This design comes from an exercise in tuning for a short achievable clock period and few clock cycles on the open sky130 flow, not from production work.
Function was checked by simulation only, so behaviour that the tests miss may differ from the original.
Power and IR drop assume default switching activity.

File: design/flow/design.v
module vcpu_core (
    input  wire        clk,
    input  wire        rst,
    input  wire [31:0] prog_len,
    input  wire        terminate,
    output reg         imem_req,
    output reg  [31:0] imem_addr,
    input  wire        imem_ack,
    input  wire [31:0] imem_rdata,
    output reg         dmem_req,
    output reg         dmem_we,
    output reg  [1:0]  dmem_size,
    output reg  [31:0] dmem_addr,
    output reg  [31:0] dmem_wdata,
    input  wire        dmem_ack,
    input  wire        dmem_err,
    input  wire [31:0] dmem_rdata,
    output reg         retire_valid,
    output reg  [31:0] retire_pc,
    output reg  [4:0]  retire_rd,
    output reg  [31:0] retire_wdata,
    output reg         stopped,
    output reg  [3:0]  exit_code,
    output reg  [31:0] pc
);
    localparam [3:0] EX_HALTED     = 4'd1,
                     EX_TERMINATED = 4'd2,
                     EX_DIVZERO    = 4'd3,
                     EX_BADMEM     = 4'd4,
                     EX_BADALIGN   = 4'd5,
                     EX_BADJUMP    = 4'd6,
                     EX_INVALID    = 4'd7,
                     EX_BADPC      = 4'd8;
    localparam [2:0] S_FETCH = 3'd0,
                     S_EXEC  = 3'd1,
                     S_MEM   = 3'd2,
                     S_DIV   = 3'd3,
                     S_STOP  = 3'd4;
    reg [2:0]  state;
    reg [31:0] ir;
    reg [31:0] rf [1:31];
    reg        rf_we;
    reg [4:0]  rf_wa;
    reg [31:0] rf_wd;
    integer i;
    always @(posedge clk) begin
        if (rst) begin
            for (i = 1; i < 32; i = i + 1)
                rf[i] <= 32'd0;
        end else if (rf_we && rf_wa != 5'd0) begin
            rf[rf_wa] <= rf_wd;
        end
    end
    wire [5:0]  opcode = ir[31:26];
    wire [4:0]  f_rd   = ir[25:21];
    wire [4:0]  f_rs1  = ir[20:16];
    wire [4:0]  f_rs2  = ir[15:11];
    wire [10:0] funct  = ir[10:0];
    wire [15:0] imm16  = ir[15:0];
    wire [25:0] imm26  = ir[25:0];
    wire [31:0] imm_sext = {{16{imm16[15]}}, imm16};
    wire [31:0] imm_zext = {16'd0, imm16};
    wire [31:0] x_rd  = (f_rd  == 5'd0) ? 32'd0 : rf[f_rd];
    wire [31:0] x_rs1 = (f_rs1 == 5'd0) ? 32'd0 : rf[f_rs1];
    wire [31:0] x_rs2 = (f_rs2 == 5'd0) ? 32'd0 : rf[f_rs2];
    wire [32:0] pc_plus4_n = {1'b0, pc} + 33'd4;
    wire [31:0] pc_plus4   = pc + 32'd4;
    wire        fetch_ok   = pc_plus4_n <= {1'b0, prog_len};
    wire [31:0] next_pc    = (pc_plus4_n >= {1'b0, prog_len}) ? 32'd0 : pc_plus4;
    wire [31:0] br_target = pc + {imm_sext[29:0], 2'b00};
    wire [31:0] j_target  = {{4{imm26[25]}}, imm26, 2'b00};
    wire [31:0] sh_src   = x_rs1;
    wire        r_form   = (opcode == 6'h00);
    wire [4:0]  sh_amt   = r_form ? x_rs2[4:0] : imm16[4:0];
    wire [31:0] alu_b    = x_rs2;
    reg  [31:0] r_result;
    reg         r_valid;
    always @(*) begin
        r_valid  = 1'b1;
        r_result = 32'd0;
        case (funct)
            11'h000: r_result = x_rs1 + alu_b;
            11'h001: r_result = x_rs1 - alu_b;
            11'h002: r_result = x_rs1 * alu_b;
            11'h008: r_result = x_rs1 & alu_b;
            11'h009: r_result = x_rs1 | alu_b;
            11'h00A: r_result = x_rs1 ^ alu_b;
            11'h00B: r_result = ~(x_rs1 | alu_b);
            11'h00C: r_result = {31'd0, $signed(x_rs1) < $signed(alu_b)};
            11'h00D: r_result = {31'd0, x_rs1 < alu_b};
            11'h010: r_result = sh_src << sh_amt;
            11'h011: r_result = sh_src >> sh_amt;
            11'h012: r_result = $signed(sh_src) >>> sh_amt;
            11'h004, 11'h005, 11'h006, 11'h007, 11'h018: r_result = 32'd0;
            default: r_valid = 1'b0;
        endcase
    end
    reg [31:0] i_result;
    always @(*) begin
        case (opcode)
            6'h01:   i_result = x_rs1 + imm_sext;
            6'h02:   i_result = {31'd0, $signed(x_rs1) < $signed(imm_sext)};
            6'h03:   i_result = {31'd0, x_rs1 < imm_sext};
            6'h04:   i_result = x_rs1 & imm_zext;
            6'h05:   i_result = x_rs1 | imm_zext;
            6'h06:   i_result = x_rs1 ^ imm_zext;
            6'h07:   i_result = {imm16, 16'd0};
            6'h08:   i_result = sh_src << sh_amt;
            6'h09:   i_result = sh_src >> sh_amt;
            6'h0A:   i_result = $signed(sh_src) >>> sh_amt;
            default: i_result = 32'd0;
        endcase
    end
    reg br_taken;
    always @(*) begin
        case (opcode)
            6'h20:   br_taken = (x_rd == x_rs1);
            6'h21:   br_taken = (x_rd != x_rs1);
            6'h22:   br_taken = ($signed(x_rd) <  $signed(x_rs1));
            6'h23:   br_taken = ($signed(x_rd) >= $signed(x_rs1));
            6'h24:   br_taken = (x_rd <  x_rs1);
            6'h25:   br_taken = (x_rd >= x_rs1);
            default: br_taken = 1'b0;
        endcase
    end
    wire is_alu_i  = (opcode >= 6'h01 && opcode <= 6'h0A);
    wire is_load   = (opcode == 6'h10 || opcode == 6'h11 || opcode == 6'h12 ||
                      opcode == 6'h14 || opcode == 6'h15);
    wire is_store  = (opcode == 6'h18 || opcode == 6'h19 || opcode == 6'h1A);
    wire is_branch = (opcode >= 6'h20 && opcode <= 6'h25);
    wire is_div    = r_form && (funct >= 11'h004 && funct <= 11'h007);
    wire is_jalr   = r_form && (funct == 11'h018);
    wire [31:0] ea = x_rs1 + imm_sext;
    reg [4:0]  mem_rd;
    reg [2:0]  mem_op;    
    reg [31:0] div_q;
    reg [32:0] div_r;
    reg [31:0] div_b;
    reg [5:0]  div_cnt;
    reg        div_negq;
    reg        div_negr;
    reg        div_rem;
    reg [4:0]  div_rd;
    wire [32:0] div_shift = {div_r[31:0], div_q[31]};
    wire [32:0] div_sub   = div_shift - {1'b0, div_b};
    wire        div_ge    = !div_sub[32];
    wire        dv_signed = !funct[0];
    wire        dv_nega   = dv_signed && x_rs1[31];
    wire        dv_negb   = dv_signed && alu_b[31];
    wire [31:0] dv_abs_a  = dv_nega ? (32'd0 - x_rs1) : x_rs1;
    wire [31:0] dv_abs_b  = dv_negb ? (32'd0 - alu_b) : alu_b;
    wire [31:0] div_q_final = div_negq ? (32'd0 - div_q) : div_q;
    wire [31:0] div_r_final = div_negr ? (32'd0 - div_r[31:0]) : div_r[31:0];
    reg [31:0] load_val;
    always @(*) begin
        case (mem_op)
            3'd0:    load_val = {{24{dmem_rdata[7]}},  dmem_rdata[7:0]};
            3'd1:    load_val = {{16{dmem_rdata[15]}}, dmem_rdata[15:0]};
            3'd4:    load_val = {24'd0, dmem_rdata[7:0]};
            3'd5:    load_val = {16'd0, dmem_rdata[15:0]};
            default: load_val = dmem_rdata;
        endcase
    end
    always @(posedge clk) begin
        rf_we        <= 1'b0;
        retire_valid <= 1'b0;
        if (rst) begin
            state        <= S_FETCH;
            pc           <= 32'd0;
            ir           <= 32'd0;
            stopped      <= 1'b0;
            exit_code    <= 4'd0;
            imem_req     <= 1'b0;
            imem_addr    <= 32'd0;
            dmem_req     <= 1'b0;
            dmem_we      <= 1'b0;
            dmem_size    <= 2'd0;
            dmem_addr    <= 32'd0;
            dmem_wdata   <= 32'd0;
            retire_pc    <= 32'd0;
            retire_rd    <= 5'd0;
            retire_wdata <= 32'd0;
            rf_wa        <= 5'd0;
            rf_wd        <= 32'd0;
            mem_rd       <= 5'd0;
            mem_op       <= 3'd0;
            div_q        <= 32'd0;
            div_r        <= 33'd0;
            div_b        <= 32'd0;
            div_cnt      <= 6'd0;
            div_negq     <= 1'b0;
            div_negr     <= 1'b0;
            div_rem      <= 1'b0;
            div_rd       <= 5'd0;
        end else begin
            case (state)
            S_FETCH: begin
                if (terminate) begin
                    imem_req  <= 1'b0;
                    stopped   <= 1'b1;
                    exit_code <= EX_TERMINATED;
                    state     <= S_STOP;
                end else if (!fetch_ok) begin
                    imem_req  <= 1'b0;
                    stopped   <= 1'b1;
                    exit_code <= EX_BADPC;
                    state     <= S_STOP;
                end else if (imem_req && imem_ack) begin
                    imem_req <= 1'b0;
                    ir       <= imem_rdata;
                    state    <= S_EXEC;
                end else begin
                    imem_req  <= 1'b1;
                    imem_addr <= pc;
                end
            end
            S_EXEC: begin
                retire_pc <= pc;
                retire_rd <= 5'd0;
                state     <= S_FETCH;
                if (r_form && !r_valid) begin
                    retire_valid <= 1'b1;
                    stopped      <= 1'b1;
                    exit_code    <= EX_INVALID;
                    state        <= S_STOP;
                end else if (is_div) begin
                    if (alu_b == 32'd0) begin
                        retire_valid <= 1'b1;
                        stopped      <= 1'b1;
                        exit_code    <= EX_DIVZERO;
                        state        <= S_STOP;
                    end else begin
                        div_q    <= dv_abs_a;
                        div_r    <= 33'd0;
                        div_b    <= dv_abs_b;
                        div_cnt  <= 6'd32;
                        div_negq <= dv_nega ^ dv_negb;
                        div_negr <= dv_nega;
                        div_rem  <= funct[1];
                        div_rd   <= f_rd;
                        state    <= S_DIV;
                    end
                end else if (is_jalr) begin
                    rf_we        <= 1'b1;
                    rf_wa        <= f_rd;
                    rf_wd        <= pc_plus4;
                    retire_valid <= 1'b1;
                    retire_rd    <= f_rd;
                    retire_wdata <= pc_plus4;
                    if (x_rs1[1:0] != 2'b00) begin
                        stopped   <= 1'b1;
                        exit_code <= EX_BADALIGN;
                        state     <= S_STOP;
                    end else if (x_rs1 >= prog_len) begin
                        stopped   <= 1'b1;
                        exit_code <= EX_BADJUMP;
                        state     <= S_STOP;
                    end else begin
                        pc <= x_rs1;
                    end
                end else if (r_form) begin
                    rf_we        <= 1'b1;
                    rf_wa        <= f_rd;
                    rf_wd        <= r_result;
                    retire_valid <= 1'b1;
                    retire_rd    <= f_rd;
                    retire_wdata <= r_result;
                    pc           <= next_pc;
                end else if (is_alu_i) begin
                    rf_we        <= 1'b1;
                    rf_wa        <= f_rd;
                    rf_wd        <= i_result;
                    retire_valid <= 1'b1;
                    retire_rd    <= f_rd;
                    retire_wdata <= i_result;
                    pc           <= next_pc;
                end else if (is_load || is_store) begin
                    dmem_req   <= 1'b1;
                    dmem_we    <= is_store;
                    dmem_size  <= (opcode[1:0] == 2'd2) ? 2'd2 :
                                  (opcode[0] ? 2'd1 : 2'd0);
                    dmem_addr  <= ea;
                    dmem_wdata <= x_rd;
                    mem_rd     <= is_store ? 5'd0 : f_rd;
                    mem_op     <= opcode[2:0];
                    state      <= S_MEM;
                end else if (is_branch) begin
                    retire_valid <= 1'b1;
                    if (!br_taken) begin
                        pc <= next_pc;
                    end else if (br_target >= prog_len) begin
                        stopped   <= 1'b1;
                        exit_code <= EX_BADJUMP;
                        state     <= S_STOP;
                    end else begin
                        pc <= br_target;
                    end
                end else if (opcode == 6'h30 || opcode == 6'h31) begin
                    retire_valid <= 1'b1;
                    if (opcode[0]) begin
                        rf_we        <= 1'b1;
                        rf_wa        <= 5'd31;
                        rf_wd        <= pc_plus4;
                        retire_rd    <= 5'd31;
                        retire_wdata <= pc_plus4;
                    end
                    if (j_target >= prog_len) begin
                        stopped   <= 1'b1;
                        exit_code <= EX_BADJUMP;
                        state     <= S_STOP;
                    end else begin
                        pc <= j_target;
                    end
                end else if (opcode == 6'h3F) begin
                    retire_valid <= 1'b1;
                    stopped      <= 1'b1;
                    exit_code    <= EX_HALTED;
                    state        <= S_STOP;
                end else begin
                    retire_valid <= 1'b1;
                    stopped      <= 1'b1;
                    exit_code    <= EX_INVALID;
                    state        <= S_STOP;
                end
            end
            S_MEM: begin
                if (dmem_req && dmem_ack) begin
                    dmem_req     <= 1'b0;
                    dmem_we      <= 1'b0;
                    retire_valid <= 1'b1;
                    retire_pc    <= pc;
                    if (dmem_err) begin
                        retire_rd <= 5'd0;
                        stopped   <= 1'b1;
                        exit_code <= EX_BADMEM;
                        state     <= S_STOP;
                    end else begin
                        rf_we        <= 1'b1;
                        rf_wa        <= mem_rd;
                        rf_wd        <= load_val;
                        retire_rd    <= mem_rd;
                        retire_wdata <= load_val;
                        pc           <= next_pc;
                        state        <= S_FETCH;
                    end
                end
            end
            S_DIV: begin
                if (div_cnt != 6'd0) begin
                    div_cnt <= div_cnt - 6'd1;
                    div_q   <= {div_q[30:0], div_ge};
                    div_r   <= div_ge ? div_sub : div_shift;
                end else begin
                    rf_we        <= 1'b1;
                    rf_wa        <= div_rd;
                    rf_wd        <= div_rem ? div_r_final : div_q_final;
                    retire_valid <= 1'b1;
                    retire_pc    <= pc;
                    retire_rd    <= div_rd;
                    retire_wdata <= div_rem ? div_r_final : div_q_final;
                    pc           <= next_pc;
                    state        <= S_FETCH;
                end
            end
            default: begin
                imem_req <= 1'b0;
                dmem_req <= 1'b0;
            end
            endcase
        end
    end
endmodule
File: design/flow/run.sh
#!/bin/bash
# synth_recipe.tcl (not shown) runs the flow's synth.tcl, then flattens the netlist and writes it again
# the make line also repeats each setting of config.mk as NAME=value (left out here)
make -C /OpenROAD-flow-scripts/flow DESIGN_CONFIG=/design/flow/config.mk WORK_HOME=/design/flow/orfs CLKGATE_MAP_FILE= SYNTH_SCRIPT=/design/flow/synth_recipe.tcl finish
File: design/flow/config.mk
export PLATFORM = sky130hd
export DESIGN_NAME = vcpu_core
export DESIGN_NICKNAME = vcpu_core
export VERILOG_FILES = /design/flow/design.v
export SDC_FILE = /design/flow/constraint.sdc
export NUM_CORES = 4
export LEC_CHECK = 0
export CAP_MARGIN = 20
export CORE_MARGIN = 2
export CORE_UTILIZATION = 40
export SLEW_MARGIN = 20
File: design/flow/constraint.sdc
create_clock -name core_clock -period 12.0 [get_ports {clk}]
set_input_delay 2.4000 -clock core_clock [delete_from_list [all_inputs] [get_ports {clk}]]
set_output_delay 2.4000 -clock core_clock [all_outputs]
set_load 0.01 [all_outputs]
==> results.txt <==
-- final cells by class --
class	count	area [um2]
fill	26900	160000
multi-input combinational	8030	72500
sequential	1406	38400
timing repair buffer	781	6910
tap	3900	4880
clock buffer	214	4510
inverter	737	2770
clock inverter	81	764
antenna	37	92.6
-- logic make-up (layout without fill, tap and decap cells) --
family                   count (synthesis)  count (layout)
AO/OA/AOI/OAI                         1986            1986
XOR/XNOR                               306             306
adder cells (fa/ha/maj)                935             935
buffers and inverters                 1608            1813
flip-flops                            1406            1406
multiplexers                          1215            1215
other                                    1              69
AND/OR/NAND/NOR                       3556            3556
-- registers in the layout, summed over array words and instances, names as in the netlist, 2 cells and up, named ones only --
signal,cells
rf,1024
div_b,32
div_q,32
div_r,32
dmem_addr,32
dmem_wdata,32
imem_addr,32
ir,32
pc,32
retire_pc,32
rf_wd,32
div_cnt,6
div_rd,5
mem_rd,5
retire_rd,5
rf_wa,5
exit_code,4
mem_op,3
state,3
dmem_size,2
-- cell usage after synthesis, types with 45 or more instances --
cell type / n
and2_1: 1036
o21a_1: 50
buf_2: 87
nand2b_1: 60
dfxtp_1: 382
fa_1: 413
clkbuf_1: 626
o31ai_1: 46
o22ai_1: 56
a211oi_1: 137
inv_1: 707
xnor2_1: 214
nand2_1: 894
a21oi_1: 568
nor2_1: 989
a221oi_1: 58
o211ai_1: 74
o21bai_1: 48
or3_1: 45
ha_1: 522
nand3_1: 118
xor2_1: 83
a22oi_1: 60
mux4_2: 909
mux2i_1: 271
nor3_1: 125
nand4_1: 57
or2_2: 45
a21o_1: 136
buf_1: 98
edfxtp_1: 1024
o21ai_0: 347
-- routing by layer --
metal  wire length [um]  share of wire  track usage  vias to the layer above
li1                   -              -            -                    40300
met4              56000          0.094        0.311                       26
met1             208000           0.35        0.478                    51300
met2             255000           0.43        0.584                     8401
met5                185        0.00031            0                        -
met3              75600           0.13        0.122                     2236
-- metrics by stage --
| step | setup slack (ps) | power (mW) | std cells |
|---|---|---|---|
| after floorplan | 2590 | 7.30 | 11000 |
| after global placement | 1070 | 8.77 | 14900 |
| after detailed placement | 1170 | 8.80 | 14900 |
| after CTS | 1120 | 13.9 | 15100 |
| after global routing | 476 | 14.3 | 15200 |
| final | 905 | 14.0 | 15200 |
-- critical path: stages, from the launching register on --
cell	delay, ps
dfxtp_4	910
buf_12	340
mux4_2	540
mux4_2	530
a22oi_2	750
clkinv_1	660
ha_1	550
fa_1	540
inv_1	50
fa_1	460
fa_1	480
fa_1	550
inv_1	60
fa_1	600
fa_1	450
fa_1	400
fa_1	430
ha_1	370
a211o_1	310
nand3_1	290
nand2_1	110
a21oi_1	150
nand3_1	250
a221oi_1	560
o211a_1	240
a211oi_1	50
o22a_1	200
-- how the worst min path moves through the flow --
| stage | slack, ps | end | start |
|---|---|---|---|
| floorplan | 430 | mem_rd[1] | mem_rd[1] |
| global placement | 430 | mem_rd[0] | mem_rd[0] |
| detailed placement | 440 | mem_rd[3] | mem_rd[3] |
| CTS | 450 | mem_rd[1] | mem_rd[1] |
| finish | 450 | mem_rd[1] | mem_rd[1] |
| global route | 470 | retire_pc[27] | retire_pc[27] |
-- power by group through the flow --
stage          Combinational, mW  Clock (mW)  Sequential (mW)
2_1_floorplan               1.72           0             5.59
3_3_place_gp                3.14           0             5.64
3_5_place_dp                3.15           0             5.65
4_1_cts                     3.16        5.15             5.55
5_1_grt                     3.36        5.32             5.57
6_report                    3.32        5.15             5.56
==> reports/results.tsv <==
stage	metric	value	unit
min_path	hp-class	reg2reg	
timing	fin_crit_sh	0.925	
power	p_sw	4.72	mW
power	clockPowerShare	0.367	
yosys	synthAdderAreaFrac	0.127	
drt	first_pass_iters	6	
yosys	synth_ff_type	edfxtp_1	
drt	vias	102000	
timing	fmax	0.0901	GHz
global_routing	grt_pass1_wl	811000	um
clock_network	clock-sinks	1406	
clock_network	postCtsHoldBufs	0	
power	power.density	107	nW/um2
setup_path	crit_type	reg2reg	
global_routing	grt_pass1_vias	99100	
die	start_util	0.401	
timing	setup_viol	0	
drt	postRouteAntennaNets	0	
layout	final_common_cell	and2_1	
global_routing	track_usage	0.395	
clock_network	cts_root_buf	clkbuf_16	
die	num_rows	198	
timing	whs	453	ps
clock_network	clk_latency	920	ps
yosys	synth_largest_area_cell	edfxtp_1	
clock_network	cts_tree	built	
place	hpwlAfterDp	427000	um
yosys	syn_inst	11000	
yosys	synth.avg_cell_area	10.6	um2
power	power.internal	9.32	mW
min_path	min_path_cells	2	
timing	rsz0062_at_grt	false	
place	numPortBuffers	309	
die	die_w	544	um
clock_network	post_cts_buffers	0	
setup_path	crit_end	rf_wd[28]	
power	switching_share	0.336	
yosys	synthSimpleGateAreaFrac	0.149	
setup_path	r2r_end	rf_wd[28]	
drt	routed_wl	595000	um
clock_network	cts_resized	0	
yosys	ys_ff_latch	1406	
yosys	synth.distinct_cells	103	
flow_run	cap_violations	0	
drt	drt_iter0_drc	16400	
power	leakage	49.3	nW
yosys	synthMuxAreaShare	0.202	
power	pwr-share-comb	0.236	
setup_path	startpoint_type	flop	
layout	post-route-util	0.450	
setup_path	worstPathArrival	11890	ps
yosys	async_flop_share	0	
power	seqPwrFrac	0.396	
timing	slew_headroom	0.0704	
run_status	outcome	finished clean	
yosys	synth_top_family_by_area	multiplexers	
clock_network	clk_path_buf_depth	4	
setup_path	critPathRequiredTime	12790	ps
drt	viasPerCell	6.73	
timing	fin_tns_setup	0	ps
global_routing	grt_max_degree	147	
clock_network	clkTransAtPathRegs	60	ps
layout	final_cell_mix	and2_1, edfxtp_1, nor2_1	
die	fp.dieH	544	um
timing	hold_viol_final	0	
drt	drcViolationCount	0	
yosys	synth_area_leaders	edfxtp_1, mux4_2, fa_1, dfxtp_1, ha_1	
yosys	synth_top_area_share	0.264	
clock_network	cts-buffers-inserted	166	
die	ios	310	
yosys	synth_xor_area_frac	0.0240	
power	ir_drop	0.138	mV
yosys	yosys_warnings	1	
layout	final_cell_area	131000	um2
yosys	synth_edf_count	1024	
global_routing	grt-ovfl-total	0	
setup_path	crit_path_end_kind	flop	
place	post_dp_cell_area	125000	um2
die	die-area	296000	um2
global_routing	antenna_found_initial	54	
yosys	synth_area	117000	um2
yosys	synth_compound_area_frac	0.113	
layout	fin_nets	12200	
layout	synthToLayoutAreaGrowth	12.2	%
setup_path	worst_r2r_path_depth	26	
setup_path	crit_fanout	36	
timing	period_minus_slack	11100	ps
clock_network	htree_levels	4	
place	gp_congestion	1.06	
timing	fin_skew	75.3	ps
drt	routedWlPerCell	39.2	um
die	coreArea	291000	um2
yosys	ys_seq_area_frac	0.329	
timing	worstMarginPinSlew	1380	ps
setup_path	r2r_setup_slack	900	ps
layout	drive_gt1_frac	0.166	
timing	maxSlewViolCount	0	
Testbench counts, summed over its fixed seeds: cycles 102,988.

## re-timing with driven ports
In the flow no input, the clock included, has a driving cell. The finished layout below was timed again as built, in two steps.
Step 1 (the two cells are an assumption about what drives the block):
set clk [get_ports {clk}]
set_driving_cell -lib_cell sky130_fd_sc_hd__clkbuf_16 $clk
set_driving_cell -lib_cell sky130_fd_sc_hd__buf_2 [delete_from_list [all_inputs] $clk]
Step 2 moves the port delays by t, midway between the first and last clock arrival at a register: inputs arrive t later, outputs are due t later. That takes back most of the time a late clock gives input paths.
Slacks: ideal ports / drivers / drivers and shift; pairs: ideal ports / drivers.
t, ns: 0.998
setup WS [ns]: 0.905 / 0.905 / 0.905
hold WS [ns]: 0.453 / 0.453 / 0.453
worst data-port slew with drivers (ns): 0.08
pins driven straight from the clock port: 1
After both steps this run still meets setup and hold. The setup slack of this run moves by 0.000 ns with the drivers and by 0.000 ns with both steps.
